This is an optimization exercise on Yosys and OpenROAD, whose aim is small area, not a production implementation.
In this exercise RTL edits were held to simulation tests only and were not proved equivalent to the original.
Power and IR drop assume default switching activity.

==> flow/design.v (excerpt) <==
module miniplant_bridge #(
  parameter [15:0]  ANALOG_BASE    = 16'd0,
  parameter [15:0]  INFLAG_BASE    = 16'd0,
  parameter [15:0]  OUTFLAG_BASE   = 16'd8,
  parameter [15:0]  OUTFLAG2_BASE  = 16'd16,
  parameter [15:0]  OVERRIDE_COIL  = 16'd100,
  parameter [15:0]  ACT_BASE       = 16'd8,
  parameter integer ACT_COUNT      = 14,    
  parameter integer RX_DEPTH       = 32,    
  parameter integer RX_AW          = 5,
  parameter integer BACKOFF_CYCLES = 16     
) (
  input  wire         clk,
  input  wire         rst,
  input  wire         rx_valid,
  input  wire [7:0]   rx_data,
  output wire         tx_valid,
  output wire [7:0]   tx_data,
  input  wire         tx_ready,
  input  wire         ser_link_ok,
  input  wire         plc_link_ok,
  output wire         plc_req_valid,
  input  wire         plc_req_ready,
  output reg  [7:0]   plc_req_fc,
  output reg  [15:0]  plc_req_addr,
  output reg  [4:0]   plc_req_cnt,
  output reg  [79:0]  plc_req_wdata,
  input  wire         plc_rsp_valid,
  input  wire         plc_rsp_ok,
  input  wire [1:0]   plc_rsp_cause,
  input  wire [15:0]  plc_rsp_rdata,
  input  wire         shutdown_req,
  input  wire [63:0]  wallclock,
  output wire         pst_valid,
  output wire [151:0] pst_data,
  output wire         log_valid,
  output wire [31:0]  log_word,
  output wire         ser_close,
  output wire         plc_close,
  output wire [3:0]   fsm_state,
  output wire         rx_overflow_o
);
For scale: about 1600 cells after synthesis, roughly 370 flip-flops, about 410 I/O pins, about 15000 um^2 of cells after synthesis.
Settings: LEC_CHECK=0, ABC_AREA=1, CAP_MARGIN=20, CORE_MARGIN=2, CORE_UTILIZATION=60, PLACE_DENSITY=0.7, SLEW_MARGIN=20; clock period 6.0 ns.
standard.sh (not shown) runs the stock make flow with config.mk's settings and CLKGATE_MAP_FILE= SYNTH_SCRIPT=/design/flow/synth_recipe.tcl, a recipe that flattens the netlist after the stock synthesis.
==> flow/flow/run.sh <==
#!/bin/bash
# The standard layout (standard.sh), with these changes to how it is made:
# - the port buffers use the smallest buffer cell (every port still gets one);
# - the constant outputs share one tie cell (also after the restructure);
# - at the end of the floorplan step the combinational logic is remapped for
#   area by OpenROAD's restructure and its setup timing repaired
#   (flow/restructure.tcl; ABC's own log goes to rmp/abc.log);
# - before the placement's repair_design every combinational cell is given
#   its smallest drive strength (flow/downsize.tcl);
# - the clock tree is built from clusters of up to 19 flip-flops, each driven
#   by a clkbuf_8, without dummy loads.
# standard.sh's own output goes to standard.log; each ORFS step logs under
# orfs/logs.
export BUFFER_PORTS_ARGS="-buffer_cell sky130_fd_sc_hd__buf_1"
export SKIP_REPAIR_TIE_FANOUT=1
export CTS_ARGS="-sink_clustering_enable -repair_clock_nets -sink_clustering_size 19 -sink_clustering_max_diameter 65 -buf_list sky130_fd_sc_hd__clkbuf_8 -root_buf sky130_fd_sc_hd__clkbuf_16 -dont_use_dummy_load"
export RMP_DIR="$PWD/rmp"
export POST_FLOORPLAN_TCL="$PWD/flow/restructure.tcl"
export PRE_RESIZE_TCL="$PWD/flow/downsize.tcl"
bash standard.sh > standard.log 2>&1
Other scripts of this flow, unchanged in this note and not shown: flow/flow/downsize.tcl, flow/flow/restructure.tcl
Then changed:
--- a/flow/design.v
+++ b/flow/design.v
@@ -155,41 +155,40 @@
                    S_HALTED       = 4'hD,
                    S_FAILED       = 4'hE;
   localparam [7:0] FC_WRITE_REGS  = 8'h10,
                    FC_WRITE_COILS = 8'h0F,
                    FC_READ_COILS  = 8'h01;
   localparam [15:0] ACT_MASK = (ACT_COUNT >= 16) ? 16'hFFFF
                                                  : ((16'd1 << ACT_COUNT) - 16'd1);
   reg [3:0]  st;
   reg        pend;
   reg        shutdown;
   reg        rx_overflow;
   reg [63:0] frm;
-  reg [13:1] act_hi;        
+  reg        ovr;
+  reg [13:0] act;           
   reg [3:0]  cnt;           
   reg [63:0] wc_q;          
   reg [1:0]  aux_q;         
   reg [3:0]  prv;           
   wire       bad_start = frm[0];
   wire       bad_csum  = frm[1];
   wire [7:0] level1    = frm[9:2];      
   wire [7:0] level2    = frm[17:10];    
   wire [7:0] tds       = frm[25:18];
   wire [7:0] flow      = frm[33:26];
   wire [7:0] pressure  = frm[41:34];
   wire [7:0] inF       = frm[49:42];
   wire [7:0] outF      = frm[57:50];
   wire [5:0] outF2     = frm[63:58];
-  wire        ovr = frm[0];
-  wire [13:0] act = {act_hi, frm[1]};
   wire        link_open = (st != S_HALTED) && (st != S_FAILED);
   wire        rx_push   = rx_valid && link_open;
   wire        rx_pop;
   wire [63:0] rx_head;
   wire        frame_ready;
   wire        rx_ovf_evt;
   mp_rx_fifo u_rxq (
     .clk        (clk),
     .rst        (rst),
     .push       (rx_push),
     .push_data  (rx_data),
     .pop        (rx_pop),
@@ -298,30 +297,28 @@
   assign log_word[7:4]   = lg_gw ? {1'b0, gw_op} : 4'hF;
   assign log_word[9:8]   = lg_gw ? aux_q : 2'd0;
   assign log_word[15:10] = 6'd0;
   assign log_word[23:16] = lg_start ? {6'd0, aux_q} :
                            lg_gw    ? 8'h00 : level1;
   assign log_word[31:24] = lg_csum ? level2 : 8'h00;
   always @(posedge clk) begin
     wc_q    <= wallclock;
     aux_q   <= (st == S_INIT) ? {!plc_link_ok, !ser_link_ok} : plc_rsp_cause;
     prv     <= st;
     if (rx_pop)
       frm <= rx_head;
-    else if (st == S_RD_OVERRIDE)
-      frm[0] <= plc_rsp_rdata[0];
-    else if (st == S_RD_ACTUATORS)
-      frm[1] <= plc_rsp_rdata[0];
     if (st == S_RD_ACTUATORS)
-      act_hi <= plc_rsp_rdata[13:1];
+      act <= plc_rsp_rdata[13:0];
+    if (st == S_RD_OVERRIDE)
+      ovr <= plc_rsp_rdata[0];
     if (st == S_SEND_REPLY) begin
       if (tx_fire)
         cnt <= cnt + 4'd1;
     end else if (st == S_BACKOFF)
       cnt <= cnt + 4'd1;
     else
       cnt <= 4'd0;
     if (rst) begin
       st          <= S_INIT;
       pend        <= 1'b0;
       shutdown    <= 1'b0;
       rx_overflow <= 1'b0;
What happened: The changed run finished clean. Synthesized cell count stays flat. Power went down by 0.35%. Global-route usage went up by 0.23 points. Cell count went down by about 0.34%. Register-to-register slack gets better by 430 ps. Combinational power went down by about 2%. Non-clock buffer count went down by 6. Die area stays flat. Worst setup slack gets better by 42 ps. Critical path depth went down by 8.

[afterwards: timing with drivers on the ports]
No port has a modelled driver above. Below, the same layouts with a new extraction and two added sets of constraints.
Step 1 sets driving cells, clkbuf_16 on the clock port and buf_2 on the other inputs (assumed; they add their load-dependent delay and slew).
Step 2 moves the port delays by t, midway between the first and last clock arrival at a register: inputs arrive t later, outputs are due t later. That takes back most of the time a late clock gives input paths.
Three values: no drivers, after step 1, after step 2; two values: the first two.
run	t (ns)	setup WS [ns]	latest minus earliest clock arrival (ns)	worst data-port slew with drivers (ns)
the first run	0.545	1.195 / 1.195 / 1.043	0.039 / 0.038	0.07
the second run	0.545	1.238 / 1.189 / 1.111	0.049 / 0.049	0.06
After both steps every run listed still meets setup and hold. The setup slack of the first run, which loses most, moves by 0.000 ns with the drivers and by -0.152 ns with both steps.
